What follows belongs to an exercise in optimizing a design on an open flow for small area; a production flow would make more cautious choices. RTL that was checked went through simulation tests only; none was proved equivalent to the original. Only the layout flow was run in run 2; the RTL was not checked for function there. Power and IR drop assume default switching activity. No driver is modelled on the clock port, so clocking that relies on it looks cheaper here than on a real chip.

===== flow/flow/run.sh =====
#!/bin/bash
# Own layout flow: the standard ORFS flow (standard.sh, unchanged synthesis,
# floorplan, power grid and tap cells), with two changes:
#  - clock tree: no dummy loads, sink clusters of up to 30 flip-flops within
#    80 um, clkbuf_16 buffers (the default tree balances with hundreds of
#    dummy loads and small clusters);
#  - port buffers: every input and output port still gets a buffer, of the
#    smallest buffer cell.
# Each step's full output goes to a log of its own in this folder.
set -euo pipefail
export CTS_ARGS="-sink_clustering_enable -repair_clock_nets -dont_use_dummy_load -sink_clustering_size 30 -sink_clustering_max_diameter 80 -buf_list sky130_fd_sc_hd__clkbuf_16"
export BUFFER_PORTS_ARGS="-buffer_cell sky130_fd_sc_hd__buf_1"
for step in synth floorplan place cts route finish; do
    bash standard.sh "$step" > "flow_$step.log" 2>&1
done
test -f out/final.def

===== flow/design.v =====
module fc_crc16_step (
    input  wire [15:0] crc_in,
    input  wire [7:0]  data,
    output reg  [15:0] crc_out
);
    integer k;
    always @(*) begin
        crc_out = crc_in ^ {8'h00, data};
        for (k = 0; k < 8; k = k + 1) begin
            if (crc_out[0])
                crc_out = (crc_out >> 1) ^ 16'h8408;
            else
                crc_out = crc_out >> 1;
        end
    end
endmodule
module fc_aoi222 (
    input  wire a0, b0, a1, b1, a2, b2,
    output wire y
);
    assign y = ~((a0 & b0) | (a1 & b1) | (a2 & b2));
endmodule
module fc_aoi22 (
    input  wire a0, b0, a1, b1,
    output wire y
);
    assign y = ~((a0 & b0) | (a1 & b1));
endmodule
module fc_nand4 (
    input  wire a, b, c, d,
    output wire y
);
    assign y = ~(a & b & c & d);
endmodule
module fc_nor2 (
    input  wire a, b,
    output wire y
);
    assign y = ~(a | b);
endmodule
module framecodec_rx (
    input  wire        clk,
    input  wire        rst,          
    input  wire        bus_req,
    input  wire        bus_we,
    input  wire [11:0] bus_addr,
    input  wire [31:0] bus_wdata,
    output reg  [31:0] bus_rdata,
    output reg         bus_err,
    input  wire        rxd,
    output wire        irq
);
    localparam RXBUF_SIZE = 262;
    localparam RING       = 131;
    localparam NG         = 44;      
    localparam RX_IDLE       = 2'd0;
    localparam RX_COLLECTING = 2'd1;
    localparam RX_READY      = 2'd2;
    localparam S_IDLE  = 2'd0;
    localparam S_START = 2'd1;
    localparam S_DATA  = 2'd2;
    localparam S_STOP  = 2'd3;
    reg        rx_en;
    reg        baud_sel;
    reg  [2:0] ie;           
    reg        err_rx_ovf;
    reg        err_rx_ferr;
    reg  [7:0] rx_gap;
    reg  [1:0] rx_state;
    reg  [8:0] rx_count;
    reg  [15:0] crc_part;    
    reg  [7:0] last1;        
    reg  [7:0] last2;        
    reg        sync_b0;      
    reg        addr_b1;      
    reg  [7:0] len_b2;       
    reg  [7:0] rot;          
    reg  [8*RING-1:0] ring0;   
    reg  [8*RING-1:0] ring1;   
    reg        rxd_meta, rxd_s;
    reg  [1:0] u_state;
    reg  [4:0] u_cnt;        
    reg  [7:0] u_shreg;      
    reg        u_armed;      
    wire [9:0] word = bus_addr[11:2];
    wire aligned = (bus_addr[1:0] == 2'b00);
    wire sel_ctrl   = aligned && word == 10'h000;
    wire sel_status = aligned && word == 10'h001;
    wire sel_ie     = aligned && word == 10'h002;
    wire sel_err    = aligned && word == 10'h003;
    wire sel_rxctrl = aligned && word == 10'h00C;
    wire sel_rxcnt  = aligned && word == 10'h00D;
    wire sel_calc   = aligned && word == 10'h00E;
    wire sel_recv   = aligned && word == 10'h00F;
    wire sel_gap    = aligned && word == 10'h010;
    wire sel_rxbuf  = aligned && word >= 10'h100 && word < 10'h100 + RXBUF_SIZE;
    wire [8:0] buf_idx = word[8:0] - 9'h100;
    wire mapped = sel_ctrl | sel_status | sel_ie | sel_err | sel_rxctrl |
                  sel_rxcnt | sel_calc | sel_recv | sel_gap | sel_rxbuf;
    wire wr = bus_req && bus_we;
    wire rd = bus_req && !bus_we;
    wire soft_reset = wr && sel_ctrl && bus_wdata[31];
    wire do_reset   = rst || soft_reset;
    wire wr_ctrl    = wr && sel_ctrl && !bus_wdata[31];
    wire wr_ie      = wr && sel_ie;
    wire wr_err     = wr && sel_err;
    wire wr_gap     = wr && sel_gap;
    wire release_rx = wr && sel_rxctrl && bus_wdata[0];
    wire [4:0] bit_last  = baud_sel ? 5'd15 : 5'd31;
    wire [4:0] half_last = baud_sel ? 5'd7  : 5'd15;
    wire       bit_end   = (u_cnt == bit_last);
    always @(posedge clk) begin
        if (do_reset) begin
            rxd_meta <= 1'b1;
            rxd_s    <= 1'b1;
        end else begin
            rxd_meta <= rxd;
            rxd_s    <= rxd_meta;
        end
    end
    always @(posedge clk) begin
        if (do_reset) begin
            u_state <= S_IDLE;
            u_cnt   <= 5'd0;
            u_shreg <= 8'h00;
            u_armed <= 1'b0;
        end else begin
            case (u_state)
                S_IDLE: begin
                    if (!u_armed) begin
                        u_cnt   <= 5'd0;
                        u_shreg <= 8'h00;
                        if (rxd_s)
                            u_armed <= 1'b1;
                    end else begin
                        if (bit_end && u_shreg != 8'hFF)
                            u_shreg <= u_shreg + 8'd1;
                        if (!rxd_s) begin
                            u_cnt   <= 5'd0;
                            u_state <= S_START;
                        end else begin
                            u_cnt <= bit_end ? 5'd0 : u_cnt + 5'd1;
                        end
                    end
                end
                S_START: begin
                    if (u_cnt == half_last) begin
                        u_cnt   <= 5'd0;
                        u_shreg <= rxd_s ? 8'h00 : 8'h80;
                        u_state <= rxd_s ? S_IDLE : S_DATA;
                    end else begin
                        u_cnt   <= u_cnt + 5'd1;
                        u_shreg <= 8'h00;
                    end
                end
                S_DATA: begin
                    if (bit_end) begin
                        u_cnt   <= 5'd0;
                        u_shreg <= {rxd_s, u_shreg[7:1]};
                        if (u_shreg[0])
                            u_state <= S_STOP;
                    end else begin
                        u_cnt <= u_cnt + 5'd1;
                    end
                end
                S_STOP: begin
                    if (bit_end) begin
                        u_cnt   <= 5'd0;
                        u_shreg <= 8'h00;
                        u_armed <= rxd_s;
                        u_state <= S_IDLE;
                    end else begin
                        u_cnt <= u_cnt + 5'd1;
                    end
                end
            endcase
        end
    end
    wire       char_valid   = (u_state == S_STOP) && bit_end;
    wire [7:0] char_data    = u_shreg;
    wire       char_stop_ok = rxd_s;
    wire       line_gap  = !u_state[1] && (u_shreg >= rx_gap) && (u_shreg != 8'd0);
    wire [15:0] crc_next;
    fc_crc16_step u_crc (
        .crc_in  (crc_part),
        .data    (last2),
        .crc_out (crc_next)
    );
    wire       rx_en_now    = wr_ctrl ? bus_wdata[0] : rx_en;
    wire [1:0] state_now    = release_rx ? RX_IDLE : rx_state;
    wire [8:0] count_now    = release_rx ? 9'd0 : rx_count;
    wire       accept       = char_valid && rx_en_now;
    wire       store        = accept && state_now != RX_READY && count_now != RXBUF_SIZE;
    wire       drop         = accept && !store;
    always @(posedge clk) begin
        if (do_reset) begin
            rx_en       <= 1'b0;
            baud_sel    <= 1'b0;
            ie          <= 3'b000;
            err_rx_ovf  <= 1'b0;
            err_rx_ferr <= 1'b0;
            rx_gap      <= 8'd20;
            rx_state    <= RX_IDLE;
            rx_count    <= 9'd0;
            crc_part    <= 16'h0000;
            last1       <= 8'h00;
            last2       <= 8'h00;
        end else begin
            if (wr_ctrl) begin
                rx_en    <= bus_wdata[0];
                baud_sel <= bus_wdata[1];
            end
            if (wr_ie)
                ie <= bus_wdata[2:0];
            if (wr_gap)
                rx_gap <= bus_wdata[7:0];
            err_rx_ovf  <= (err_rx_ovf  && !(wr_err && bus_wdata[3])) || drop;
            err_rx_ferr <= (err_rx_ferr && !(wr_err && bus_wdata[4])) ||
                           (accept && !char_stop_ok);
            if (store) begin
                rx_state <= RX_COLLECTING;
                rx_count <= count_now + 9'd1;
                last1    <= char_data;
                last2    <= last1;
                if (release_rx)
                    crc_part <= 16'h0000;
                else if (rx_count >= 9'd2)
                    crc_part <= crc_next;
            end else if (release_rx) begin
                rx_state <= RX_IDLE;
                rx_count <= 9'd0;
                crc_part <= 16'h0000;
            end else if (line_gap && rx_state == RX_COLLECTING) begin
                rx_state <= RX_READY;
            end
        end
    end
    always @(posedge clk) begin
        if (store && count_now == 9'd0)
            sync_b0 <= (char_data == 8'h02);
        if (store && count_now == 9'd1)
            addr_b1 <= (char_data == 8'h03);
        if (store && count_now == 9'd2)
            len_b2 <= char_data;
    end
    wire [8:0] wr_idx = rx_count - 9'd1;       
    wire       ins    = (rot == wr_idx[8:1]);
    wire       ins0   = ins && !wr_idx[0];
    wire       ins1   = ins &&  wr_idx[0];
    always @(posedge clk) begin
        if (rst)
            rot <= 8'd0;
        else
            rot <= (rot == RING - 1) ? 8'd0 : rot + 8'd1;
        ring0 <= {ins0 ? last1 : ring0[7:0], ring0[8*RING-1:8]};
        ring1 <= {ins1 ? last1 : ring1[7:0], ring1[8*RING-1:8]};
    end
    wire [7:0] rd_slot = buf_idx[8:1];
    wire [8:0] rd_diff = {1'b0, rd_slot} - {1'b0, rot};
    wire [7:0] rd_pos  = rd_diff[8] ? rd_diff[7:0] + RING : rd_diff[7:0];
    wire [15:0] lo_n  = ~(16'd1 << rd_pos[3:0]);
    wire [8:0]  hi    = 9'd1 << rd_pos[7:4];
    wire [8:0]  hi0_n = ~(buf_idx[0] ? 9'd0 : hi);
    wire [8:0]  hi1_n = ~(buf_idx[0] ? hi : 9'd0);
    wire [3*NG-1:0] sel0, sel1;    
    genvar g, b;
    generate
        for (g = 0; g < RING; g = g + 1) begin : g_sel
            fc_nor2 u_s0 (.a(hi0_n[g >> 4]), .b(lo_n[g & 15]), .y(sel0[g]));
            fc_nor2 u_s1 (.a(hi1_n[g >> 4]), .b(lo_n[g & 15]), .y(sel1[g]));
        end
        assign sel0[3*NG-1:RING] = 0;
        assign sel1[3*NG-1:RING] = 0;
    endgenerate
    wire [7:0] ring_rd;
    generate
        for (b = 0; b < 8; b = b + 1) begin : g_bit
            wire [2*NG-1:0] t_n;        
            wire [2*NG/4-1:0] q;        
            for (g = 0; g < NG - 1; g = g + 1) begin : g_grp
                fc_aoi222 u_a0 (
                    .a0(sel0[3*g]),   .b0(ring0[8*(3*g)   + b]),
                    .a1(sel0[3*g+1]), .b1(ring0[8*(3*g+1) + b]),
                    .a2(sel0[3*g+2]), .b2(ring0[8*(3*g+2) + b]),
                    .y(t_n[g]));
                fc_aoi222 u_a1 (
                    .a0(sel1[3*g]),   .b0(ring1[8*(3*g)   + b]),
                    .a1(sel1[3*g+1]), .b1(ring1[8*(3*g+1) + b]),
                    .a2(sel1[3*g+2]), .b2(ring1[8*(3*g+2) + b]),
                    .y(t_n[NG + g]));
            end
            fc_aoi22 u_l0 (
                .a0(sel0[3*(NG-1)]),   .b0(ring0[8*(3*(NG-1))   + b]),
                .a1(sel0[3*(NG-1)+1]), .b1(ring0[8*(3*(NG-1)+1) + b]),
                .y(t_n[NG-1]));
            fc_aoi22 u_l1 (
                .a0(sel1[3*(NG-1)]),   .b0(ring1[8*(3*(NG-1))   + b]),
                .a1(sel1[3*(NG-1)+1]), .b1(ring1[8*(3*(NG-1)+1) + b]),
                .y(t_n[2*NG-1]));
            for (g = 0; g < 2*NG/4; g = g + 1) begin : g_nand
                fc_nand4 u_n (.a(t_n[4*g]), .b(t_n[4*g+1]), .c(t_n[4*g+2]),
                              .d(t_n[4*g+3]), .y(q[g]));
            end
            assign ring_rd[b] = |q;
        end
    endgenerate
    wire ready  = (rx_state == RX_READY);
    wire n_ge2  = (rx_count >= 9'd2);
    wire [15:0] crc_calc = (ready && n_ge2) ? crc_part : 16'h0000;
    wire [15:0] crc_recv = (ready && n_ge2) ? {last1, last2} : 16'h0000;
    wire crc_ok  = ready && n_ge2 && (crc_calc == crc_recv);
    wire sync_ok = ready && sync_b0;
    wire addr_ok = ready && n_ge2 && addr_b1;
    wire len_ok  = ready && (rx_count >= 9'd6) &&
                   ((rx_count <= 9'd250) ? (len_b2 == rx_count[7:0])
                                         : (len_b2 == 8'h00));
    wire err_any = err_rx_ovf | err_rx_ferr;
    assign irq = (ready && ie[1]) || (err_any && ie[2]);
    reg [31:0] rdata;
    always @(*) begin
        rdata = 32'h0000_0000;
        if (sel_ctrl)   rdata = {30'd0, baud_sel, rx_en};
        if (sel_status) rdata = {22'd0, irq, err_any, len_ok, addr_ok, sync_ok,
                                 crc_ok, rx_state == RX_COLLECTING, ready, 2'b00};
        if (sel_ie)     rdata = {29'd0, ie};
        if (sel_err)    rdata = {27'd0, err_rx_ferr, err_rx_ovf, 3'b000};
        if (sel_rxcnt)  rdata = {23'd0, rx_count};
        if (sel_calc)   rdata = {16'd0, crc_calc};
        if (sel_recv)   rdata = {16'd0, crc_recv};
        if (sel_gap)    rdata = {24'd0, rx_gap};
        if (sel_rxbuf && buf_idx < rx_count)
            rdata = {24'd0, (buf_idx == wr_idx) ? last1 : ring_rd};
    end
    always @(posedge clk) begin
        if (rst) begin
            bus_rdata <= 32'h0000_0000;
            bus_err   <= 1'b0;
        end else begin
            bus_rdata <= rd ? rdata : 32'h0000_0000;
            bus_err   <= bus_req && !mapped;
        end
    end
endmodule

===== flow/standard.sh =====
#!/bin/bash
# synth_recipe.tcl (not shown) runs the flow's synth.tcl, then flattens the netlist and writes it again
# the make line also repeats each setting of config.mk as NAME=value (left out here)
make -C /OpenROAD-flow-scripts/flow DESIGN_CONFIG=/design/flow/config.mk WORK_HOME=/design/flow/orfs CLKGATE_MAP_FILE= SYNTH_SCRIPT=/design/flow/synth_recipe.tcl "${@:-finish}"

===== flow/constraint.sdc =====
create_clock -name core_clock -period 10.0 [get_ports {clk}]
set_input_delay 2.0000 -clock core_clock [delete_from_list [all_inputs] [get_ports {clk}]]
set_output_delay 2.0000 -clock core_clock [all_outputs]
set_load 0.01 [all_outputs]

===== flow/config.mk =====
export PLATFORM = sky130hd
export DESIGN_NAME = framecodec_rx
export DESIGN_NICKNAME = framecodec_rx
export VERILOG_FILES = /design/flow/design.v
export SDC_FILE = /design/flow/constraint.sdc
export NUM_CORES = 4
export LEC_CHECK = 0
export CAP_MARGIN = 20
export CORE_MARGIN = 2
export CORE_UTILIZATION = 70
export SLEW_MARGIN = 20
export SYNTH_HIERARCHICAL = 1
export SYNTH_MINIMUM_KEEP_SIZE = 0

==> impl_metrics.env, run 1 <==
export IMPL_rows=106
export IMPL_design_core_area_sq_mm=0.0838
export IMPL_cts_inserted_buffers=84
export IMPL_netlist_area_sq_mm=0.0593
export IMPL_total_leakage_power_nw=22.7
export IMPL_slew_violations=0
export IMPL_drt_wl_total_um=146000
export IMPL_numPortBuffers=43
export IMPL_timing_hold_worst_class="register to register"
export IMPL_overflow=0
export IMPL_area_growth_syn_to_layout_pct=6.44
export IMPL_first_pass_grt_wire_length_um=220000
export IMPL_cts_resized_gates=0
export IMPL_timing_final_ws_setup_ns=1.62
export IMPL_worst_slew_pin_transition_ns=1.24
export IMPL_ff_latch_area_sq_mm=0.0443
export IMPL_place_congestion=0.923
export IMPL_postSynth_topFlopCell="sky130_fd_sc_hd__dfxtp_1"
export IMPL_clock_skew_final_ns=0.0684
export IMPL_ys_ff_latch=2207
export IMPL_fin_crit_ns=8.38
export IMPL_drcViolationCount=0
export IMPL_post_cts_setup_buffers=0
export IMPL_globalRouteTotalUtil_pct=33.1
export IMPL_synth_yosys_warnings=8
export IMPL_post_drt_via_cell_ratio=6.81
export IMPL_hpwl_um=101000
export IMPL_tritoncts="built"
export IMPL_syn_instance_count=4225
export IMPL_place_worst_setup_slack_ns=1.28
export IMPL_setup_violations=0
export IMPL_synth_edff_count=10
export IMPL_slew_headroom_pct=17.0
export IMPL_postCtsHoldBufs=0
export IMPL_power_per_cell_area_mw_per_mm2=207
export IMPL_synth_async_reset_ratio_pct=0
export IMPL_post_synth_cell_area_avg_sq_um=14.0
export IMPL_fp_dieH_um=295
export IMPL_outcome="no timing/DRC/antenna violations"
export IMPL_drtAntennaViolNets=0
export IMPL_min_period_over_period_pct=83.8
export IMPL_initial_core_util_pct=70.8
export IMPL_num_fill_cells=5534
export IMPL_fin_nets=4448
export IMPL_cp_start_kind="input port"
export IMPL_maxCapViolCount=0
export IMPL_yosysSeqAreaShare_pct=74.6
export IMPL_via_count_of_the_first_global_routing_pass=36200
export IMPL_max_freq_mhz=119
export IMPL_critical_path_required_ns=10.49
export IMPL_dr_total_vias=37400
export IMPL_numClockSinks=2207
export IMPL_max_vdd_ir_drop_v=0.000176
export IMPL_multiInputGateArea_sq_mm=0.0147
export IMPL_drt_wirelength_per_cell_um=26.7
export IMPL_worst_skew_pair_late_latency_ns=0.69
export IMPL_design_die_area_sq_mm=0.0871
export IMPL_setup_total_negative_slack_ns=0
export IMPL_timing_critical_path_arrival_ns=8.87
export IMPL_post_route_cells_drive_above_1_share_pct=4.50
export IMPL_worst_setup_path_type="input port to register"
export IMPL_setup_repair_after_global_routing_missed_its_margin="false"
export IMPL_cts_max_path_buffers=3
export IMPL_cts_clk_slew_worst_paths_ns=0.11
export IMPL_initial_antenna_violation_count=5
export IMPL_cts_htree_levels=3
export IMPL_final_hold_viol_count=0
export IMPL_cp_max_fo=12
export IMPL_grt_max_degree=38
export IMPL_pin_count=83
export IMPL_detail_route_first_pass_iterations=9
export IMPL_cts_root_buffer_cell="sky130_fd_sc_hd__clkbuf_16"
export IMPL_total_power_mw=13.1
export IMPL_synth_lib_cells_used_distinct=82
export IMPL_first_iter_violations=6134
export IMPL_worstSetupEndpointType="register"
export IMPL_die_width_um=295
## critical path, stage by stage
cell and delay, ns:
sky130_fd_sc_hd__buf_1 0.10, sky130_fd_sc_hd__inv_1 0.19, sky130_fd_sc_hd__ha_1 0.21, sky130_fd_sc_hd__inv_1 0.05, sky130_fd_sc_hd__fa_1 0.41, sky130_fd_sc_hd__a211oi_2 0.27
sky130_fd_sc_hd__o21ai_0 0.20, sky130_fd_sc_hd__a21o_1 0.30, sky130_fd_sc_hd__nor4_1 0.34, sky130_fd_sc_hd__xor2_1 0.64, sky130_fd_sc_hd__nor2_1 0.14, sky130_fd_sc_hd__nand4_1 0.58
sky130_fd_sc_hd__buf_4 0.26, sky130_fd_sc_hd__nor2_1 0.15, sky130_fd_sc_hd__a222oi_1 0.51, sky130_fd_sc_hd__nand4_1 0.27, sky130_fd_sc_hd__nor4_1 0.77, sky130_fd_sc_hd__nand4_1 0.49
sky130_fd_sc_hd__or4_1 0.59, sky130_fd_sc_hd__mux2i_1 0.23, sky130_fd_sc_hd__o21ai_1 0.13
## logic make-up (layout without fill, tap and decap cells)
group | count (synthesis) | count (layout) | synth area share, %
flip-flops | 2207 | 2207 | 74.6
AO/OA/AOI/OAI | 879 | 879 | 13.9
AND/OR/NAND/NOR | 849 | 849 | 7.22
buffers and inverters | 100 | 218 | 0.776
XOR/XNOR | 99 | 99 | 1.74
multiplexers | 51 | 51 | 0.894
adder cells (fa/ha/maj) | 39 | 39 | 0.835
other | 1 | 17 | 0.00632
## cells in the mapped netlist (all sizes together), types with 4 or more instances
cell	count	area share, %
ha	38	0.80
o21ai	36	0.30
nand3b	4	0.051
a222oi	694	12
a211oi	4	0.059
or2	4	0.042
nand4	204	2.2
nor2b	5	0.053
a21oi	46	0.39
xor3	4	0.17
buf	32	0.34
or3	8	0.084
a31oi	8	0.084
nand2b	11	0.12
o21a	7	0.089
inv	44	0.28
xnor3	5	0.19
a22o	4	0.059
nand2	97	0.61
or4	22	0.30
nor4	47	0.58
o211ai	5	0.063
xor2	15	0.22
o22ai	11	0.13
and3	13	0.14
nand3	32	0.27
mux2i	35	0.59
xnor2	75	1.2
edfxtp	10	0.51
nor3	25	0.27
nor3b	6	0.084
and4	4	0.059
clkbuf	24	0.16
nor2	355	2.2
a22oi	32	0.54
and2	7	0.074
dfxtp	2197	74
mux2	16	0.30
## area by class of cell
cell class / count / area share, %
antenna: 1 / 0.00396
clock buffer: 84 / 3.33
inverter: 44 / 0.261
multi-input combinational: 1933 / 23.2
sequential: 2207 / 70.1
tap: 1134 / 2.25
timing repair buffer: 90 / 0.826
## modules after synthesis (local to each module, per instance)
module	times used	flops+latches
fc_aoi22	16	0
fc_aoi222	688	0
fc_crc16_step	1	0
fc_nand4	176	0
fc_nor2	262	0
framecodec_rx	1	2207
## metal layers
layer	GRT usage (%)	part of all wire [%]	wire [um]
met5	0	0.033	48
met2	52.3	46	66700
met3	4.99	8.2	12000
met4	12.9	4.3	6260
met1	46.2	42	61500
## final timing paths
path | from | endpoint | slack, ns | cells after the start
setup / recovery | bus_addr[3] | bus_rdata[5] | 1.62 | 21
hold / removal | ring0[816] | ring0[808] | 0.30 | 0
hold reg to reg | ring0[816] | ring0[808] | 0.30 | 0
setup reg to reg | rot[0] | bus_rdata[5] | 2.80 | 19
## flip-flops by register name, indices dropped and copies added (netlist names), 2 cells and up, named ones only
signal     cells
rx_count       9
ring0       1048
ie             3
bus_rdata     16
len_b2         8
last1          8
rx_gap         8
rx_state       2
last2          8
u_shreg        8
crc_part      16
rot            8
u_cnt          5
ring1       1048
## cell usage in the layout (no fill, tap or decap), types with 7 or more instances in the layout
cell                        count
sky130_fd_sc_hd__and2_1         7
sky130_fd_sc_hd__nand3_1       32
sky130_fd_sc_hd__a31oi_1        7
sky130_fd_sc_hd__o21ai_0       34
sky130_fd_sc_hd__nor2_1       355
sky130_fd_sc_hd__and3_1        12
sky130_fd_sc_hd__clkbuf_16     84
sky130_fd_sc_hd__a22oi_2       16
sky130_fd_sc_hd__nand2b_1      11
sky130_fd_sc_hd__a22oi_1       16
sky130_fd_sc_hd__buf_4         46
sky130_fd_sc_hd__a222oi_1     694
sky130_fd_sc_hd__o21a_1         7
sky130_fd_sc_hd__ha_1          38
sky130_fd_sc_hd__nor3_1        21
sky130_fd_sc_hd__or3_1          8
sky130_fd_sc_hd__o22ai_1       10
sky130_fd_sc_hd__nand4_1      202
sky130_fd_sc_hd__or4_1         19
sky130_fd_sc_hd__nor4_1        43
sky130_fd_sc_hd__dfxtp_1     2197
sky130_fd_sc_hd__mux2_2        16
sky130_fd_sc_hd__xnor2_1       70
sky130_fd_sc_hd__conb_1        16
sky130_fd_sc_hd__inv_1         44
sky130_fd_sc_hd__mux2i_1       35
sky130_fd_sc_hd__buf_1         43
sky130_fd_sc_hd__a21oi_1       46
sky130_fd_sc_hd__nand2_1       95
sky130_fd_sc_hd__edfxtp_1      10
sky130_fd_sc_hd__xor2_1        15
## power breakdown
part | switching [mW] | internal [mW]
clock | 2.44 | 1.52
combinational | 0.248 | 0.0700
sequential | 0.00554 | 8.79
total | 2.70 | 10.4
## stage by stage
step / hold WS, ns / std cells / util, % / instance area (sq um)
after detailed placement: 0.335 / 5408 / 72.9 / 61100
after global routing: 0.302 / 5492 / 75.4 / 63200
after global placement: 0.331 / 5407 / 72.8 / 61000
final: 0.300 / 5493 / 75.4 / 63200
after CTS: 0.299 / 5492 / 75.4 / 63200
after floorplan: 0.330 / 4240 / - / 59400
==> run 2, diff against run 1 <==
--- a/flow/design.v
+++ b/flow/design.v
@@ -99,4 +99,4 @@
                   sel_rxcnt | sel_calc | sel_recv | sel_gap | sel_rxbuf;
-    wire wr = bus_req && bus_we;
-    wire rd = bus_req && !bus_we;
+    wire wr = bus_req && bus_we && mapped;
+    wire rd = bus_req && !bus_we && mapped;
     wire soft_reset = wr && sel_ctrl && bus_wdata[31];
@@ -181,3 +181,4 @@
     wire       char_stop_ok = rxd_s;
-    wire       line_gap  = !u_state[1] && (u_shreg >= rx_gap) && (u_shreg != 8'd0);
+    wire [7:0] gap_limit = (rx_gap == 8'd0) ? 8'd1 : rx_gap;
+    wire       line_gap  = !u_state[1] && (u_shreg >= gap_limit);
     wire [15:0] crc_next;
==> flow/flow/run.sh (replaced) <==
#!/bin/bash
# Own layout flow: the standard ORFS flow (standard.sh, unchanged synthesis,
# floorplan, power grid and tap cells), with two changes:
#  - clock tree: no dummy loads, sink clusters of up to 24 flip-flops within
#    60 um, clkbuf_16 buffers (the default tree balances with hundreds of
#    dummy loads and small clusters);
#  - port buffers: every input and output port still gets a buffer, of the
#    smallest buffer cell.
# Each step's full output goes to a log of its own in this folder.
set -euo pipefail
export CTS_ARGS="-sink_clustering_enable -repair_clock_nets -dont_use_dummy_load -sink_clustering_size 24 -sink_clustering_max_diameter 60 -buf_list sky130_fd_sc_hd__clkbuf_16"
export BUFFER_PORTS_ARGS="-buffer_cell sky130_fd_sc_hd__buf_1"
for step in synth floorplan place cts route finish; do
    bash standard.sh "$step" > "flow_$step.log" 2>&1
done
test -f out/final.def
--- a/flow/config.mk
+++ b/flow/config.mk
@@ -9,3 +9,3 @@
 export CORE_MARGIN = 2
-export CORE_UTILIZATION = 70
+export CORE_UTILIZATION = 60
 export SLEW_MARGIN = 20
==> run 2 against run 1 <==
Still clean. Clock power rose by 19%. Sequential share of layout area fell by 1.3 points. Register-to-register slack got worse by 0.39 ns. Sequential power barely moved. Critical path depth fell by 1. Clock skew rose by 0.0046 ns. Synthesized area rose by 0.20%. Fmax fell by 4.0%. Utilization fell by 9.9 points. Count of clock-buffer cells in the layout rose by 37. Final cell count rose by 3.9%. Non-clock buffer count rose by 1. Critical endpoint is now bus_rdata[0].
==> impl_metrics.env, run 2 <==
export IMPL_design_core_area_sq_mm=0.0983
export IMPL_via_count_of_the_first_global_routing_pass=35800
export IMPL_clock_power_share_pct=34.1
export IMPL_max_vdd_ir_drop_v=0.000166
export IMPL_slew_headroom_pct=20.6
export IMPL_min_period_over_period_pct=87.3
export IMPL_post_drt_via_cell_ratio=6.43
export IMPL_first_iter_violations=5320
export IMPL_yosysSeqAreaShare_pct=74.5
export IMPL_fp_dieH_um=319
export IMPL_numPortBuffers=43
export IMPL_drtAntennaViolNets=0
export IMPL_cts_resized_gates=0
export IMPL_netSwitchingPower_mw=2.85
export IMPL_drt_wirelength_per_cell_um=25.6
export IMPL_timing_hold_worst_class="register to register"
export IMPL_dpl_instance_area_sq_mm=0.0613
export IMPL_worst_hold_slack_ns=0.311
export IMPL_ff2ff_path_depth=18
export IMPL_cp_max_fo=16
export IMPL_cts_inserted_buffers=121
export IMPL_grt_max_degree=46
export IMPL_diodes=0
export IMPL_setup_repair_after_global_routing_missed_its_margin="false"
export IMPL_synth_edff_count=10
export IMPL_netSwitchingFraction_pct=20.6
export IMPL_multiInputGateArea_sq_mm=0.0147
export IMPL_postSynth_topFlopCell="sky130_fd_sc_hd__dfxtp_1"
export IMPL_initial_core_util_pct=60.5
export IMPL_worst_skew_pair_late_latency_ns=0.73
export IMPL_seq_power_share_pct=63.6
export IMPL_worst_setup_path_type="input port to register"
export IMPL_mostFrequentLayoutCells="2197 x sky130_fd_sc_hd__dfxtp_1, 688 x sky130_fd_sc_hd__a222oi_1, 365 x sky130_fd_sc_hd__nor2_1"
export IMPL_worst_hold_path_endpoint="ring1[1022]"
export IMPL_overflow=0
export IMPL_combinational_fraction_of_design_power_pct=2.3
export IMPL_place_congestion=0.875
export IMPL_cp_start_kind="input port"
export IMPL_slew_violations=0
export IMPL_fin_crit_ns=8.73
export IMPL_synth_async_reset_ratio_pct=0
export IMPL_timing_reg2reg_setup_slack_ns=2.41
export IMPL_final_hold_viol_count=0
export IMPL_post_synth_cell_area_avg_sq_um=14.0
export IMPL_cts_clk_slew_worst_paths_ns=0.09
export IMPL_regToRegStartpoint="rot[0]"
export IMPL_ff_latch_area_sq_mm=0.0443
export IMPL_timing_critical_path_arrival_ns=9.26
export IMPL_dr_total_vias=36700
export IMPL_cts_htree_levels=3
export IMPL_netlist_area_sq_mm=0.0595
export IMPL_worst_slew_pin_transition_ns=1.19
export IMPL_initial_antenna_violation_count=1
export IMPL_die_width_um=319
export IMPL_post_route_cells_drive_above_1_share_pct=5.25
export IMPL_cts_max_path_buffers=3
export IMPL_drcViolationCount=0
export IMPL_syn_instance_count=4252
export IMPL_globalRouteTotalUtil_pct=28.2
export IMPL_outcome="no timing/DRC/antenna violations"
export IMPL_hold_path_cell_count=0
export IMPL_ys_ff_latch=2207
export IMPL_postCtsHoldBufs=0
export IMPL_design_area_sq_mm=0.0644
export IMPL_max_freq_mhz=115
export IMPL_worstSetupEndpointType="register"
export IMPL_design_die_area_sq_mm=0.102
export IMPL_synth_top_cells_by_count="2197 x sky130_fd_sc_hd__dfxtp_1, 688 x sky130_fd_sc_hd__a222oi_1, 365 x sky130_fd_sc_hd__nor2_1, 211 x sky130_fd_sc_hd__nand4_1, 108 x sky130_fd_sc_hd__nand2_1"
export IMPL_numClockSinks=2207
export IMPL_cell_with_the_most_instances_after_synthesis="sky130_fd_sc_hd__dfxtp_1"
export IMPL_setup_total_negative_slack_ns=0
export IMPL_total_leakage_power_nw=23.3
export IMPL_critical_path_required_ns=10.53
export IMPL_fin_nets=4510
export IMPL_hpwl_um=102000
export IMPL_area_growth_syn_to_layout_pct=8.25
export IMPL_cts_root_buffer_cell="sky130_fd_sc_hd__clkbuf_16"
export IMPL_power_per_cell_area_mw_per_mm2=215
export IMPL_cell_types_with_the_largest_area_share_after_synthesis="sky130_fd_sc_hd__dfxtp_1 74%, sky130_fd_sc_hd__a222oi_1 12%, sky130_fd_sc_hd__nor2_1 2.3%"
export IMPL_num_fill_cells=7452
export IMPL_rows=115
export IMPL_layout_commonest_cell="sky130_fd_sc_hd__dfxtp_1"
export IMPL_largest_regs="ring0 (1048), ring1 (1048)"
export IMPL_rr_endpoint="bus_rdata[0]"
export IMPL_maxCapViolCount=0
export IMPL_first_pass_grt_wire_length_um=221000
export IMPL_synth_yosys_warnings=8
export IMPL_synth_lib_cells_used_distinct=85
export IMPL_post_synth_top_area_cell="sky130_fd_sc_hd__dfxtp_1"
export IMPL_detail_route_first_pass_iterations=10
export IMPL_setup_violations=0
export IMPL_drt_wl_total_um=146000
export IMPL_post_cts_setup_buffers=0
export IMPL_clock_skew_final_ns=0.0731
export IMPL_fraction_of_post_synthesis_cell_area_in_the_top_cell_type_by_area_pct=74.0
export IMPL_worst_hold_start="ring1[1030]"
export IMPL_design_internal_power_mw=11.0
export IMPL_pin_count=83
export IMPL_tritoncts="built"
run 2: cell types whose count changed in the layout (fill, tap and decap cells not counted), moves of 9 or more:
cell	change
sky130_fd_sc_hd__nand4_1	+9
sky130_fd_sc_hd__nand2_1	+13
sky130_fd_sc_hd__nor2_1	+10
sky130_fd_sc_hd__nand3_1	-9
sky130_fd_sc_hd__a21oi_1	+12
sky130_fd_sc_hd__xor2_1	+12
sky130_fd_sc_hd__clkbuf_16	+37
sky130_fd_sc_hd__xnor2_1	-12
run 2: power groups by stage:
stage          combinational, mW  clock, mW  sequential [mW]
5_1_grt                    0.334       5.11             8.80
6_report                   0.322       4.72             8.79
2_1_floorplan              0.153          0             9.00
3_3_place_gp               0.311          0             9.00
3_5_place_dp               0.314          0             9.00
4_1_cts                    0.315       4.80             8.79
run 2: worst max-delay path, cell delays in order:
cell,delay (ns)
sky130_fd_sc_hd__buf_1,0.09
sky130_fd_sc_hd__inv_1,0.22
sky130_fd_sc_hd__ha_1,0.22
sky130_fd_sc_hd__inv_1,0.05
sky130_fd_sc_hd__fa_1,0.42
sky130_fd_sc_hd__a21oi_1,0.19
sky130_fd_sc_hd__o22ai_1,0.18
sky130_fd_sc_hd__o41a_1,0.51
sky130_fd_sc_hd__nor4_1,0.54
sky130_fd_sc_hd__xor2_1,0.35
sky130_fd_sc_hd__nor3_4,0.15
sky130_fd_sc_hd__nand4_1,0.62
sky130_fd_sc_hd__nor2_1,0.40
sky130_fd_sc_hd__a222oi_1,0.47
sky130_fd_sc_hd__nand4_1,0.32
sky130_fd_sc_hd__nor4_1,0.94
sky130_fd_sc_hd__nand4_1,0.47
sky130_fd_sc_hd__or4_1,0.60
sky130_fd_sc_hd__mux2i_1,0.32
sky130_fd_sc_hd__o22ai_1,0.17
run 2: logic make-up after synthesis:
family                     Yosys count  synth area share [%]
DFF                               2207                  74.5
AOI/OAI and AO/OA                  884                  13.9
and+or+nand+nor                    868                  7.27
buffers and inverters              103                 0.844
xor gates and xnor gates           100                  1.78
muxes                               51                 0.894
adders and majority gates           38                 0.812
other                                1               0.00631
run 2: routing by layer:
metal,GRT usage (%),wire (um)
met5,0,0
met1,41.2,67200
met4,8.67,4470
met3,3.14,8290
met2,44.4,66100
run 2: Yosys stat by module, one instance, submodules excluded:
module,times used,cells inside
fc_crc16_step,1,25
fc_nor2,262,1
fc_aoi22,16,1
fc_aoi222,688,1
fc_nand4,176,1
framecodec_rx,1,3085
run 2: per-stage QoR:
| stage | setup slack (ns) | cells | util [%] | power (mW) |
|---|---|---|---|---|
| 6_report | 1.27 | 5708 | 65.5 | 13.8 |
| 5_1_grt | 1.09 | 5708 | 65.5 | 14.2 |
| 4_1_cts | 1.53 | 5707 | 65.5 | 13.9 |
| 3_5_place_dp | 0.810 | 5586 | 62.4 | 9.31 |
| 3_3_place_gp | 0.915 | 5586 | 62.4 | 9.31 |
| 2_1_floorplan | 3.51 | 4267 | - | 9.15 |
run 2: cell type report:
class	instances	area share [%]
Sequential cell	2207	68.8
Clock buffer	121	4.70
Timing Repair Buffer	91	0.832
Tap cell	1287	2.50
Multi-Input combinational cell	1957	22.9
Inverter	45	0.262
run 2: worst max path at each step:
| stage | start | end | slack, ns | cells after the start |
|---|---|---|---|---|
| 3_3_place_gp | bus_addr[3] | bus_rdata[0] | 0.91 | 20 |
| 6_report | bus_addr[3] | bus_rdata[0] | 1.27 | 20 |
| 5_1_grt | bus_addr[3] | bus_rdata[0] | 1.09 | 21 |
| 3_5_place_dp | bus_addr[3] | bus_rdata[0] | 0.81 | 20 |
| 2_1_floorplan | bus_addr[3] | bus_rdata[3] | 3.51 | 18 |
| 4_1_cts | bus_addr[3] | bus_rdata[0] | 1.53 | 20 |
==> run 3, diff against run 2 <==
--- a/flow/design.v
+++ b/flow/design.v
@@ -22,7 +22,7 @@
 endmodule
-module fc_aoi22 (
-    input  wire a0, b0, a1, b1,
+module fc_nand2 (
+    input  wire a, b,
     output wire y
 );
-    assign y = ~((a0 & b0) | (a1 & b1));
+    assign y = ~(a & b);
 endmodule
@@ -54,3 +54,2 @@
     localparam RING       = 131;
-    localparam NG         = 44;      
     localparam RX_IDLE       = 2'd0;
@@ -99,4 +98,4 @@
                   sel_rxcnt | sel_calc | sel_recv | sel_gap | sel_rxbuf;
-    wire wr = bus_req && bus_we && mapped;
-    wire rd = bus_req && !bus_we && mapped;
+    wire wr = bus_req && bus_we;
+    wire rd = bus_req && !bus_we;
     wire soft_reset = wr && sel_ctrl && bus_wdata[31];
@@ -181,4 +180,3 @@
     wire       char_stop_ok = rxd_s;
-    wire [7:0] gap_limit = (rx_gap == 8'd0) ? 8'd1 : rx_gap;
-    wire       line_gap  = !u_state[1] && (u_shreg >= gap_limit);
+    wire       line_gap  = !u_state[1] && (u_shreg >= rx_gap) && (u_shreg != 8'd0);
     wire [15:0] crc_next;
@@ -206,4 +204,2 @@
             crc_part    <= 16'h0000;
-            last1       <= 8'h00;
-            last2       <= 8'h00;
         end else begin
@@ -223,4 +219,2 @@
                 rx_count <= count_now + 9'd1;
-                last1    <= char_data;
-                last2    <= last1;
                 if (release_rx)
@@ -239,2 +233,6 @@
     always @(posedge clk) begin
+        if (!do_reset && store) begin
+            last1 <= char_data;
+            last2 <= last1;
+        end
         if (store && count_now == 9'd0)
@@ -246,6 +244,6 @@
     end
-    wire [8:0] wr_idx = rx_count - 9'd1;       
-    wire       ins    = (rot == wr_idx[8:1]);
-    wire       ins0   = ins && !wr_idx[0];
-    wire       ins1   = ins &&  wr_idx[0];
+    wire [7:0] rot_inc = rot + 8'd1;
+    wire       ins     = ((rx_count[0] ? rot : rot_inc) == rx_count[8:1]);
+    wire       ins0    = ins &&  rx_count[0];
+    wire       ins1    = ins && !rx_count[0];
     always @(posedge clk) begin
@@ -254,3 +252,3 @@
         else
-            rot <= (rot == RING - 1) ? 8'd0 : rot + 8'd1;
+            rot <= (rot == RING - 1) ? 8'd0 : rot_inc;
         ring0 <= {ins0 ? last1 : ring0[7:0], ring0[8*RING-1:8]};
@@ -258,2 +256,5 @@
     end
+    wire [9:0] rd_left  = {1'b0, rx_count} + {1'b0, ~buf_idx};
+    wire       rd_valid = rd_left[9];
+    wire       rd_last  = rd_left[9] && (rd_left[8:0] == 9'd0);
     wire [7:0] rd_slot = buf_idx[8:1];
@@ -265,3 +266,6 @@
     wire [8:0]  hi1_n = ~(buf_idx[0] ? hi : 9'd0);
-    wire [3*NG-1:0] sel0, sel1;    
+    localparam NE = 2 * RING;              
+    localparam NA = NE / 3;                
+    localparam NT = NA + 1;                
+    wire [NE-1:0] sel;
     genvar g, b;
@@ -269,7 +273,5 @@
         for (g = 0; g < RING; g = g + 1) begin : g_sel
-            fc_nor2 u_s0 (.a(hi0_n[g >> 4]), .b(lo_n[g & 15]), .y(sel0[g]));
-            fc_nor2 u_s1 (.a(hi1_n[g >> 4]), .b(lo_n[g & 15]), .y(sel1[g]));
+            fc_nor2 u_s0 (.a(hi0_n[g >> 4]), .b(lo_n[g & 15]), .y(sel[g]));
+            fc_nor2 u_s1 (.a(hi1_n[g >> 4]), .b(lo_n[g & 15]), .y(sel[RING + g]));
         end
-        assign sel0[3*NG-1:RING] = 0;
-        assign sel1[3*NG-1:RING] = 0;
     endgenerate
@@ -278,25 +280,18 @@
         for (b = 0; b < 8; b = b + 1) begin : g_bit
-            wire [2*NG-1:0] t_n;        
-            wire [2*NG/4-1:0] q;        
-            for (g = 0; g < NG - 1; g = g + 1) begin : g_grp
-                fc_aoi222 u_a0 (
-                    .a0(sel0[3*g]),   .b0(ring0[8*(3*g)   + b]),
-                    .a1(sel0[3*g+1]), .b1(ring0[8*(3*g+1) + b]),
-                    .a2(sel0[3*g+2]), .b2(ring0[8*(3*g+2) + b]),
+            wire [NE-1:0] d;
+            wire [NT-1:0] t_n;          
+            wire [NT/4-1:0] q;          
+            for (g = 0; g < RING; g = g + 1) begin : g_d
+                assign d[g]        = ring0[8*g + b];
+                assign d[RING + g] = ring1[8*g + b];
+            end
+            for (g = 0; g < NA; g = g + 1) begin : g_grp
+                fc_aoi222 u_a (
+                    .a0(sel[3*g]),   .b0(d[3*g]),
+                    .a1(sel[3*g+1]), .b1(d[3*g+1]),
+                    .a2(sel[3*g+2]), .b2(d[3*g+2]),
                     .y(t_n[g]));
-                fc_aoi222 u_a1 (
-                    .a0(sel1[3*g]),   .b0(ring1[8*(3*g)   + b]),
-                    .a1(sel1[3*g+1]), .b1(ring1[8*(3*g+1) + b]),
-                    .a2(sel1[3*g+2]), .b2(ring1[8*(3*g+2) + b]),
-                    .y(t_n[NG + g]));
             end
-            fc_aoi22 u_l0 (
-                .a0(sel0[3*(NG-1)]),   .b0(ring0[8*(3*(NG-1))   + b]),
-                .a1(sel0[3*(NG-1)+1]), .b1(ring0[8*(3*(NG-1)+1) + b]),
-                .y(t_n[NG-1]));
-            fc_aoi22 u_l1 (
-                .a0(sel1[3*(NG-1)]),   .b0(ring1[8*(3*(NG-1))   + b]),
-                .a1(sel1[3*(NG-1)+1]), .b1(ring1[8*(3*(NG-1)+1) + b]),
-                .y(t_n[2*NG-1]));
-            for (g = 0; g < 2*NG/4; g = g + 1) begin : g_nand
+            fc_nand2 u_l (.a(sel[NE-1]), .b(d[NE-1]), .y(t_n[NT-1]));
+            for (g = 0; g < NT/4; g = g + 1) begin : g_nand
                 fc_nand4 u_n (.a(t_n[4*g]), .b(t_n[4*g+1]), .c(t_n[4*g+2]),
@@ -331,4 +326,4 @@
         if (sel_gap)    rdata = {24'd0, rx_gap};
-        if (sel_rxbuf && buf_idx < rx_count)
-            rdata = {24'd0, (buf_idx == wr_idx) ? last1 : ring_rd};
+        if (sel_rxbuf && rd_valid)
+            rdata = {24'd0, rd_last ? last1 : ring_rd};
     end
==> flow/flow/run.sh (replaced) <==
#!/bin/bash
# Own layout flow: the standard ORFS flow (standard.sh, unchanged synthesis,
# floorplan, power grid and tap cells), with two changes:
#  - clock tree: no dummy loads, sink clusters of up to 30 flip-flops within
#    80 um, clkbuf_16 buffers (the default tree balances with hundreds of
#    dummy loads and small clusters);
#  - port buffers: every input and output port still gets a buffer, of the
#    smallest buffer cell.
# Each step's full output goes to a log of its own in this folder.
set -euo pipefail
export CTS_ARGS="-sink_clustering_enable -repair_clock_nets -dont_use_dummy_load -sink_clustering_size 30 -sink_clustering_max_diameter 80 -buf_list sky130_fd_sc_hd__clkbuf_16"
export BUFFER_PORTS_ARGS="-buffer_cell sky130_fd_sc_hd__buf_1"
for step in synth floorplan place cts route finish; do
    bash standard.sh "$step" > "flow_$step.log" 2>&1
done
test -f out/final.def
--- a/flow/config.mk
+++ b/flow/config.mk
@@ -9,3 +9,3 @@
 export CORE_MARGIN = 2
-export CORE_UTILIZATION = 60
+export CORE_UTILIZATION = 70
 export SLEW_MARGIN = 20
==> run 3 against run 2 <==
Still clean on timing, DRC and antenna. Critical path depth grew 1. Via count grew 0.53%. Register-to-register slack gained 0.42 ns. Sequential share of layout area grew 1.8 points. Wire length shrank 2.2%. First-iteration DRC count grew 6.0%. Critical endpoint is now bus_rdata[3].
==> impl_metrics.env, run 3 <==
export IMPL_diodes=0
export IMPL_largest_regs="ring0 (1048), ring1 (1048)"
export IMPL_area_growth_syn_to_layout_pct=6.34
export IMPL_setup_repair_after_global_routing_missed_its_margin="false"
export IMPL_drcViolationCount=0
export IMPL_synth_lib_cells_used_distinct=78
export IMPL_place_congestion=0.912
export IMPL_design_die_area_sq_mm=0.0869
export IMPL_cts_clk_slew_worst_paths_ns=0.10
export IMPL_design_core_area_sq_mm=0.0837
export IMPL_setup_total_negative_slack_ns=0
export IMPL_overflow=0
export IMPL_fraction_of_post_synthesis_cell_area_in_the_top_cell_type_by_area_pct=73.7
export IMPL_fin_nets=4428
export IMPL_maxCapViolCount=0
export IMPL_total_power_mw=13.2
export IMPL_fin_crit_ns=8.66
export IMPL_postCtsHoldBufs=0
export IMPL_post_cts_setup_buffers=0
export IMPL_post_synth_top_area_cell="sky130_fd_sc_hd__dfxtp_1"
export IMPL_dr_total_vias=36900
export IMPL_outcome="no timing/DRC/antenna violations"
export IMPL_post_synth_cell_area_avg_sq_um=14.1
export IMPL_numClockSinks=2207
export IMPL_max_vdd_ir_drop_v=0.000197
export IMPL_cell_with_the_most_instances_after_synthesis="sky130_fd_sc_hd__dfxtp_1"
export IMPL_slew_violations=0
export IMPL_design_area_sq_mm=0.0630
export IMPL_pin_count=83
export IMPL_die_width_um=295
export IMPL_slew_headroom_pct=23.6
export IMPL_yosysSeqAreaShare_pct=75.0
export IMPL_layout_commonest_cell="sky130_fd_sc_hd__dfxtp_1"
export IMPL_post_drt_via_cell_ratio=6.74
export IMPL_detail_route_first_pass_iterations=8
export IMPL_total_leakage_power_nw=22.7
export IMPL_drtAntennaViolNets=0
export IMPL_drt_wl_total_um=143000
export IMPL_critical_path_required_ns=10.50
export IMPL_synth_edff_count=26
export IMPL_via_count_of_the_first_global_routing_pass=35600
export IMPL_cts_inserted_buffers=84
export IMPL_worst_slew_pin_transition_ns=1.14
export IMPL_tritoncts="built"
export IMPL_cts_max_path_buffers=3
export IMPL_drt_wirelength_per_cell_um=26.1
export IMPL_setup_violations=0
export IMPL_cts_root_buffer_cell="sky130_fd_sc_hd__clkbuf_16"
export IMPL_syn_instance_count=4213
export IMPL_numPortBuffers=43
export IMPL_max_freq_mhz=115
export IMPL_initial_core_util_pct=70.8
export IMPL_ys_ff_latch=2207
export IMPL_synth_top_cells_by_count="2181 x sky130_fd_sc_hd__dfxtp_1, 700 x sky130_fd_sc_hd__a222oi_1, 349 x sky130_fd_sc_hd__nor2_1, 204 x sky130_fd_sc_hd__nand4_1, 115 x sky130_fd_sc_hd__nand2_1"
export IMPL_cp_max_fo=16
export IMPL_clock_skew_final_ns=0.0708
export IMPL_mostFrequentLayoutCells="2181 x sky130_fd_sc_hd__dfxtp_1, 700 x sky130_fd_sc_hd__a222oi_1, 349 x sky130_fd_sc_hd__nor2_1"
export IMPL_power_per_cell_area_mw_per_mm2=210
export IMPL_num_fill_cells=5383
export IMPL_cts_htree_levels=3
export IMPL_timing_critical_path_arrival_ns=9.16
export IMPL_synth_async_reset_ratio_pct=0
export IMPL_worst_skew_pair_late_latency_ns=0.68
export IMPL_synth_yosys_warnings=8
export IMPL_worstSetupEndpointType="register"
export IMPL_cp_start_kind="input port"
export IMPL_timing_hold_worst_class="register to register"
export IMPL_first_iter_violations=5641
export IMPL_final_hold_viol_count=0
export IMPL_first_pass_grt_wire_length_um=215000
export IMPL_post_route_cells_drive_above_1_share_pct=3.87
export IMPL_postSynth_topFlopCell="sky130_fd_sc_hd__dfxtp_1"
export IMPL_dpl_instance_area_sq_mm=0.0609
export IMPL_netlist_area_sq_mm=0.0592
export IMPL_worst_setup_path_type="input port to register"
export IMPL_min_period_over_period_pct=86.6
export IMPL_hpwl_um=100000
export IMPL_grt_max_degree=31
export IMPL_cell_types_with_the_largest_area_share_after_synthesis="sky130_fd_sc_hd__dfxtp_1 74%, sky130_fd_sc_hd__a222oi_1 12%, sky130_fd_sc_hd__nor2_1 2.2%"
export IMPL_initial_antenna_violation_count=3
export IMPL_globalRouteTotalUtil_pct=32.5
export IMPL_cts_resized_gates=0
export IMPL_rows=106
export IMPL_fp_dieH_um=295
run 3: final cells by class:
class                   count  area [sq um]  share of cell area, %
well taps                1134          1420                   2.25
multi-input cells        1923         14400                   22.9
flip-flops and latches   2207         44400                   70.6
repair buffers             80           439                  0.697
clock buffers              84          2100                   3.34
inverters                  45           169                  0.268
run 3: per-layer routing:
| metal | track usage, % | share of wire [%] | vias to the layer above |
|---|---|---|---|
| met5 | 0 | 0.011 | - |
| met4 | 11.5 | 3.8 | 2 |
| met3 | 4.58 | 7.9 | 271 |
| met2 | 51.2 | 45 | 1525 |
| met1 | 46.4 | 43 | 18200 |
| li1 | - | - | 16900 |
run 3: worst paths after layout:
kind                                  start  depth (start not counted)  slack (ns)      endpoint
worst max-delay path            bus_addr[3]                         21        1.34  bus_rdata[3]
worst min register to register   ring0[811]                          0        0.29    ring0[803]
worst max register to register       rot[0]                         18        2.83  bus_rdata[3]
worst min-delay path             ring0[811]                          0        0.29    ring0[803]
run 3: kinds of logic after synthesis:
logic type	synth area share, %
other	0.00633
AND/OR/NAND/NOR	7.17
flip-flops	75.0
multiplexers	0.598
AO/OA/AOI/OAI	14.1
buffers and inverters	0.735
XOR/XNOR	1.55
adder cells (fa/ha/maj)	0.828
run 3: stage by stage:
stage | worst slack [ns] | utilization (%) | cells | hold slack (ns)
floorplan | 3.02 | - | 4228 | 0.330
global placement | 0.983 | 72.7 | 5389 | 0.331
detailed placement | 0.979 | 72.7 | 5389 | 0.335
CTS | 1.64 | 75.3 | 5473 | 0.291
global route | 1.12 | 75.3 | 5473 | 0.295
finish | 1.34 | 75.3 | 5473 | 0.291
run 3: where the power goes:
group | switching, mW | internal (mW)
clock | 2.43 | 1.52
combinational | 0.266 | 0.0727
sequential | 0.0530 | 8.89
run 3: critical path: stages:
cell and delay, ns:
sky130_fd_sc_hd__buf_1 0.07, sky130_fd_sc_hd__buf_4 0.18, sky130_fd_sc_hd__inv_1 0.35, sky130_fd_sc_hd__ha_1 0.24, sky130_fd_sc_hd__inv_1 0.06, sky130_fd_sc_hd__fa_1 0.40, sky130_fd_sc_hd__a211oi_1 0.36, sky130_fd_sc_hd__o21ai_1 0.16
sky130_fd_sc_hd__a21o_1 0.22, sky130_fd_sc_hd__a211oi_2 0.35, sky130_fd_sc_hd__or4b_1 0.56, sky130_fd_sc_hd__and4_1 0.37, sky130_fd_sc_hd__nand3_1 0.54, sky130_fd_sc_hd__nor2_1 0.33, sky130_fd_sc_hd__a222oi_1 0.57, sky130_fd_sc_hd__nand4_1 0.33
sky130_fd_sc_hd__nor4_1 0.67, sky130_fd_sc_hd__nand4_1 0.48, sky130_fd_sc_hd__or4_1 0.56, sky130_fd_sc_hd__a21oi_1 0.23, sky130_fd_sc_hd__o32ai_1 0.13
run 3: per-module statistics from Yosys (local to each module, per instance):
module,copies in the design,flip-flops and latches
fc_aoi222,696,0
fc_crc16_step,1,0
fc_nand2,8,0
fc_nand4,176,0
fc_nor2,262,0
framecodec_rx,1,2207
==> run 4, diff against run 3 <==
==> flow/flow/run.sh (replaced) <==
#!/bin/bash
# Own layout flow: the standard ORFS flow (standard.sh, unchanged synthesis,
# floorplan, power grid and tap cells), with two changes:
#  - clock tree: no dummy loads, sink clusters of up to 27 flip-flops within
#    80 um, driven by buf_12 (as strong as clkbuf_16 at these loads, and
#    smaller), clkbuf_16 at the root (the default tree balances with
#    hundreds of dummy loads and small clusters);
#  - port buffers: every input and output port still gets a buffer, of the
#    smallest buffer cell.
# Each step's full output goes to a log of its own in this folder.
set -euo pipefail
export CTS_ARGS="-sink_clustering_enable -repair_clock_nets -dont_use_dummy_load -sink_clustering_size 27 -sink_clustering_max_diameter 80 -buf_list sky130_fd_sc_hd__buf_12 -root_buf sky130_fd_sc_hd__clkbuf_16"
export BUFFER_PORTS_ARGS="-buffer_cell sky130_fd_sc_hd__buf_1"
for step in synth floorplan place cts route finish; do
    bash standard.sh "$step" > "flow_$step.log" 2>&1
done
test -f out/final.def
==> run 4 against run 3 <==
Worst setup slack barely moved. Wire length rose by 0.21%. Still clean. Fmax barely moved. Worst hold slack improved by 0.010 ns.
==> impl_metrics.env, run 4 <==
export IMPL_setup_violations=0
export IMPL_rows=106
export IMPL_drtAntennaViolNets=0
export IMPL_cts_htree_levels=3
export IMPL_cell_types_with_the_largest_area_share_after_synthesis="sky130_fd_sc_hd__dfxtp_1 74%, sky130_fd_sc_hd__a222oi_1 12%, sky130_fd_sc_hd__nor2_1 2.2%"
export IMPL_synth_yosys_warnings=8
export IMPL_setup_repair_after_global_routing_missed_its_margin="false"
export IMPL_timing_hold_worst_class="register to register"
export IMPL_power_per_cell_area_mw_per_mm2=211
export IMPL_worst_slew_pin_transition_ns=1.11
export IMPL_placedCellCount=5389
export IMPL_largest_regs="ring0 (1048), ring1 (1048)"
export IMPL_drcViolationCount=0
export IMPL_yosysSeqAreaShare_pct=75.0
export IMPL_cts_max_path_buffers=3
export IMPL_total_leakage_power_nw=22.6
export IMPL_worstSetupEndpointType="register"
export IMPL_cp_start_kind="input port"
export IMPL_post_drt_via_cell_ratio=6.75
export IMPL_clock_skew_final_ns=0.0779
export IMPL_mostFrequentLayoutCells="2181 x sky130_fd_sc_hd__dfxtp_1, 700 x sky130_fd_sc_hd__a222oi_1, 349 x sky130_fd_sc_hd__nor2_1"
export IMPL_initial_core_util_pct=70.8
export IMPL_grt_max_degree=28
export IMPL_timing_critical_path_arrival_ns=9.15
export IMPL_numPortBuffers=43
export IMPL_post_synth_cell_area_avg_sq_um=14.1
export IMPL_total_power_mw=13.2
export IMPL_slew_violations=0
export IMPL_design_core_area_sq_mm=0.0837
export IMPL_hpwl_um=100000
export IMPL_maxCapViolCount=0
export IMPL_top_signal_layer_used="met5"
export IMPL_post_cts_setup_buffers=0
export IMPL_drt_wirelength_per_cell_um=26.1
export IMPL_max_freq_mhz=115
export IMPL_drt_wl_total_um=143000
export IMPL_dr_total_vias=37000
export IMPL_synth_edff_count=26
export IMPL_cp_max_fo=16
export IMPL_outcome="no timing/DRC/antenna violations"
export IMPL_fp_dieH_um=295
export IMPL_globalRouteTotalUtil_pct=32.6
export IMPL_fin_nets=4436
export IMPL_netlist_area_sq_mm=0.0592
export IMPL_routed_wl_met2_um=65700
export IMPL_cell_with_the_most_instances_after_synthesis="sky130_fd_sc_hd__dfxtp_1"
export IMPL_die_width_um=295
export IMPL_setup_total_negative_slack_ns=0
export IMPL_critical_path_required_ns=10.49
export IMPL_cts_resized_gates=0
export IMPL_tritoncts="built"
export IMPL_cts_root_buffer_cell="sky130_fd_sc_hd__clkbuf_16"
export IMPL_post_synth_top_area_cell="sky130_fd_sc_hd__dfxtp_1"
export IMPL_initial_antenna_violation_count=1
export IMPL_max_vdd_ir_drop_v=0.000180
export IMPL_slew_headroom_pct=25.8
export IMPL_synth_lib_cells_used_distinct=78
export IMPL_design_die_area_sq_mm=0.0869
export IMPL_ff_latch_area_sq_mm=0.0444
export IMPL_via_count_of_the_first_global_routing_pass=35600
export IMPL_first_iter_violations=5656
export IMPL_layout_commonest_cell="sky130_fd_sc_hd__dfxtp_1"
export IMPL_synth_top_cells_by_count="2181 x sky130_fd_sc_hd__dfxtp_1, 700 x sky130_fd_sc_hd__a222oi_1, 349 x sky130_fd_sc_hd__nor2_1, 204 x sky130_fd_sc_hd__nand4_1, 115 x sky130_fd_sc_hd__nand2_1"
export IMPL_ys_ff_latch=2207
export IMPL_post_route_cells_drive_above_1_share_pct=4.05
export IMPL_overflow=0
export IMPL_met1_length_um=61100
export IMPL_synth_async_reset_ratio_pct=0
export IMPL_syn_instance_count=4213
export IMPL_postCtsHoldBufs=0
export IMPL_detail_route_first_pass_iterations=9
export IMPL_routed_wire_length_on_met3_um=11000
export IMPL_cts_clk_slew_worst_paths_ns=0.10
export IMPL_final_hold_viol_count=0
export IMPL_multiInputGateArea_sq_mm=0.0144
export IMPL_pin_count=83
export IMPL_cts_inserted_buffers=92
export IMPL_worst_skew_pair_late_latency_ns=0.68
export IMPL_final_cell_count_no_fill=5483
export IMPL_area_growth_syn_to_layout_pct=5.99
export IMPL_numClockSinks=2207
export IMPL_num_fill_cells=5437
export IMPL_worst_setup_path_type="input port to register"
export IMPL_fraction_of_post_synthesis_cell_area_in_the_top_cell_type_by_area_pct=73.7
export IMPL_fin_crit_ns=8.66
export IMPL_min_period_over_period_pct=86.6
export IMPL_postSynth_topFlopCell="sky130_fd_sc_hd__dfxtp_1"
export IMPL_first_pass_grt_wire_length_um=215000
export IMPL_place_congestion=0.912
## run 4: cell counts after synthesis
Identical to the previous run, type by type.
## run 4: through the flow
| stage | hold WS [ns] | worst slack (ns) | instance area [sq um] | util [%] |
|---|---|---|---|---|
| after detailed placement | 0.335 | 0.979 | 60900 | 72.7 |
| after CTS | 0.295 | 1.59 | 62800 | 75.0 |
| final | 0.301 | 1.34 | 62800 | 75.0 |
| after global placement | 0.331 | 0.983 | 60900 | 72.7 |
| after floorplan | 0.330 | 3.02 | 59300 | - |
| after global routing | 0.316 | 1.18 | 62800 | 75.0 |
## run 4: power by group
group | internal, mW | switching, mW | leakage [nW]
Sequential | 8.89 | 0.0531 | 17.8
Combinational | 0.0727 | 0.266 | 3.87
Clock | 1.46 | 2.50 | 0.891
Total | 10.4 | 2.82 | 22.6
## run 4: modules after synthesis (local to each module, per instance)
module | area, sq um | flops+latches
fc_nand4 | 6.26 | 0
fc_nand2 | 3.75 | 0
fc_nor2 | 3.75 | 0
framecodec_rx | 49800 | 2207
fc_crc16_step | 380 | 0
fc_aoi222 | 10.0 | 0
## run 4: worst paths after layout
path	from	endpoint	slack, ns	cells after the start
min reg2reg	ring0[1016]	ring0[1008]	0.30	0
max	bus_addr[3]	bus_rdata[4]	1.34	21
min	ring0[1016]	ring0[1008]	0.30	0
max reg2reg	rot[0]	bus_rdata[4]	2.81	18
## run 4: cell type report
cell class / instances / share of cell area (%)
tap: 1134 / 2.26
timing repair buffer: 80 / 0.700
antenna: 2 / 0.00797
sequential: 2207 / 70.8
multi-input combinational: 1923 / 23.0
clock buffer: 92 / 3.01
inverter: 45 / 0.269
## run 4: cell families (layout without fill, tap and decap cells)
| kind of cell | Yosys count | after routing | share of synthesized area [%] |
|---|---|---|---|
| DFF | 2207 | 2207 | 75.0 |
| AOI/OAI and AO/OA | 891 | 891 | 14.1 |
| and+or+nand+nor | 859 | 859 | 7.17 |
| buffers and inverters | 98 | 217 | 0.735 |
| xor gates and xnor gates | 86 | 86 | 1.55 |
| adders and majority gates | 38 | 38 | 0.828 |
| muxes | 33 | 33 | 0.598 |
| other | 1 | 18 | 0.00633 |
## run 4: critical path: stages
cell and delay [ns]:
sky130_fd_sc_hd__buf_1 0.07, sky130_fd_sc_hd__buf_4 0.18, sky130_fd_sc_hd__inv_1 0.35, sky130_fd_sc_hd__ha_1 0.24
sky130_fd_sc_hd__inv_1 0.06, sky130_fd_sc_hd__fa_1 0.40, sky130_fd_sc_hd__a211oi_1 0.36, sky130_fd_sc_hd__o21ai_1 0.16
sky130_fd_sc_hd__a21o_1 0.22, sky130_fd_sc_hd__a211oi_2 0.35, sky130_fd_sc_hd__or4b_1 0.56, sky130_fd_sc_hd__and4_1 0.37
sky130_fd_sc_hd__nand3_1 0.56, sky130_fd_sc_hd__nor2_1 0.30, sky130_fd_sc_hd__a222oi_1 0.51, sky130_fd_sc_hd__nand4_1 0.19
sky130_fd_sc_hd__nor4_1 0.89, sky130_fd_sc_hd__nand4_1 0.54, sky130_fd_sc_hd__or4_1 0.57, sky130_fd_sc_hd__a21oi_1 0.15
sky130_fd_sc_hd__o22ai_1 0.09
## run 4: layer usage
metal	vias to the layer above	track usage [%]
li1	16900	-
met5	-	0
met4	2	10.8
met2	1575	51.7
met3	275	4.19
met1	18300	46.5
==> run 5, diff against run 4 <==
--- a/flow/config.mk
+++ b/flow/config.mk
@@ -9,3 +9,3 @@
 export CORE_MARGIN = 2
-export CORE_UTILIZATION = 70
+export CORE_UTILIZATION = 80
 export SLEW_MARGIN = 20
==> run 5 against run 4 <==
Combinational power barely moved. Register-to-register slack about the same. Critical path depth is the same. Clock power hardly changed. Count of clock-buffer cells in the layout shrank 1. Die area down 12%. Sequential power about the same. First-iteration DRC count up 24%. Total power down 0.12%. Utilization increased by 11 points. Synthesized cell count stayed put. Wire length is 5.6% higher.
==> impl_metrics.env, run 5 <==
export IMPL_total_leakage_power_nw=22.6
export IMPL_drtAntennaViolNets=0
export IMPL_cpMaxStageDelayCell="sky130_fd_sc_hd__nor4_1"
export IMPL_synth_edff_count=26
export IMPL_area_growth_syn_to_layout_pct=5.60
export IMPL_timing_critical_path_arrival_ns=8.86
export IMPL_layout_commonest_cell="sky130_fd_sc_hd__dfxtp_1"
export IMPL_cell_types_with_the_largest_area_share_after_synthesis="sky130_fd_sc_hd__dfxtp_1 74%, sky130_fd_sc_hd__a222oi_1 12%, sky130_fd_sc_hd__nor2_1 2.2%"
export IMPL_die_width_um=276
export IMPL_rows=99
export IMPL_synth_lib_cells_used_distinct=78
export IMPL_pin_count=83
export IMPL_clock_skew_final_ns=0.0641
export IMPL_cts_inserted_buffers=91
export IMPL_fin_crit_ns=8.37
export IMPL_dpl_instance_area_sq_mm=0.0607
export IMPL_post_synth_top_area_cell="sky130_fd_sc_hd__dfxtp_1"
export IMPL_cts_root_buffer_cell="sky130_fd_sc_hd__clkbuf_16"
export IMPL_cts_clk_slew_worst_paths_ns=0.10
export IMPL_fraction_of_post_synthesis_cell_area_in_the_top_cell_type_by_area_pct=73.7
export IMPL_netSwitchingPower_mw=2.82
export IMPL_fin_nets=4434
export IMPL_maxCapViolCount=0
export IMPL_fp_dieH_um=276
export IMPL_design_die_area_sq_mm=0.0762
export IMPL_numClockSinks=2207
export IMPL_cts_htree_levels=3
export IMPL_post_synth_cell_area_avg_sq_um=14.1
export IMPL_clock_power_share_pct=29.8
export IMPL_first_iter_violations=6996
export IMPL_seq_power_share_pct=67.7
export IMPL_design_area_sq_mm=0.0625
export IMPL_design_core_area_sq_mm=0.0731
export IMPL_combinational_fraction_of_design_power_pct=2.5
export IMPL_cp_slowest_stage_delay_ns=0.73
export IMPL_worst_skew_pair_late_latency_ns=0.68
export IMPL_outcome="no timing/DRC/antenna violations"
export IMPL_max_vdd_ir_drop_v=0.000199
export IMPL_synth_async_reset_ratio_pct=0
export IMPL_postCtsHoldBufs=0
export IMPL_netSwitchingFraction_pct=21.3
export IMPL_drt_wl_total_um=151000
export IMPL_synth_yosys_warnings=8
export IMPL_worst_setup_path_type="input port to register"
export IMPL_drt_wirelength_per_cell_um=28.5
export IMPL_final_hold_viol_count=0
export IMPL_first_pass_grt_wire_length_um=227000
export IMPL_slew_violations=0
export IMPL_min_period_over_period_pct=83.7
## run 5: metal layers
metal | wire length (um) | vias up | GRT usage [%]
li1 | - | 16900 | -
met1 | 57500 | 19200 | 53.0
met2 | 69300 | 2368 | 60.6
met3 | 16200 | 460 | 6.53
met4 | 8180 | 2 | 18.6
met5 | 13 | - | 0.125
## run 5: layout make-up
class                           instances  area (sq um)
Antenna cell                            4          10.0
Clock buffer                           91          1870
Fill cell                            3630         10500
Inverter                               45           169
Multi-Input combinational cell       1923         14400
Sequential cell                      2207         44400
Tap cell                              959          1200
Timing Repair Buffer                   79           442
## run 5: power by group through the flow
stage	sequential [mW]	clock [mW]	combinational (mW)
2_1_floorplan	9.12	0	0.160
3_3_place_gp	9.14	0	0.309
3_5_place_dp	9.15	0	0.314
4_1_cts	8.95	3.94	0.317
5_1_grt	8.96	4.24	0.340
6_report	8.95	3.94	0.336
## run 5: stage by stage
stage | utilization (%) | hold slack (ns) | instances | setup slack (ns)
finish | 85.6 | 0.302 | 5308 | 1.63
global route | 85.6 | 0.316 | 5304 | 1.32
CTS | 85.6 | 0.304 | 5303 | 1.82
detailed placement | 83.0 | 0.335 | 5212 | 1.24
global placement | 83.0 | 0.331 | 5212 | 1.40
floorplan | - | 0.330 | 4228 | 3.02
## run 5: kinds of logic (layout without fill, tap and decap cells)
logic type	count (synthesis)	after routing	synth area share, %
adders and majority gates	38	38	0.828
and+or+nand+nor	859	859	7.17
buffers and inverters	98	215	0.735
other	1	20	0.00633
xor gates and xnor gates	86	86	1.55
DFF	2207	2207	75.0
muxes	33	33	0.598
AOI/OAI and AO/OA	891	891	14.1
## run 5: Yosys stat by module, one instance, submodules excluded
module	area, sq um	copies in the design	cells
framecodec_rx	49800	1	3046
fc_nor2	3.75	262	1
fc_nand4	6.26	176	1
fc_nand2	3.75	8	1
fc_crc16_step	380	1	25
fc_aoi222	10.0	696	1
## run 5: worst paths after layout
kind,from,end,slack [ns],cells after the start
setup / recovery,bus_addr[3],bus_rdata[2],1.63,21
hold / removal,ring1[71],ring1[63],0.30,0
setup reg to reg,rot[0],bus_rdata[2],2.82,18
hold reg to reg,ring1[71],ring1[63],0.30,0

==> separate check: timing with driven ports <==
The results above use ideal ports. As a check the final layouts listed here were re-extracted and re-timed, cells and wires unchanged. Step 1 sets driving cells, clkbuf_16 on the clock port and buf_2 on the other inputs (assumed; they add their load-dependent delay and slew). Step 2 adds t to the input delays and takes it off the output delays; t is the mean of the earliest and latest rising clock arrival at the registers after step 1. Input paths then give back, and output paths get back, about the clock's delay inside the block. Slacks: ideal ports / drivers / drivers and shift; pairs: ideal ports / drivers.
| run | t, ns | slack for setup (ns) | worst hold slack (ns) |
|---|---|---|---|
| run 1 | 0.726 | 1.621 / 1.672 / 0.946 | 0.300 / 0.300 / 0.300 |
| run 2 | 0.770 | 1.271 / 1.326 / 0.555 | 0.311 / 0.311 / 0.311 |
| run 3 | 0.707 | 1.339 / 1.382 / 0.675 | 0.291 / 0.291 / 0.291 |
| run 4 | 0.704 | 1.339 / 1.385 / 0.681 | 0.301 / 0.301 / 0.301 |
| run 5 | 0.712 | 1.634 / 1.684 / 0.972 | 0.302 / 0.302 / 0.302 |
After both steps every run listed still meets setup and hold. For run 2, which loses most, drivers alone change the setup slack by +0.055 ns; drivers and shift together by -0.716 ns.
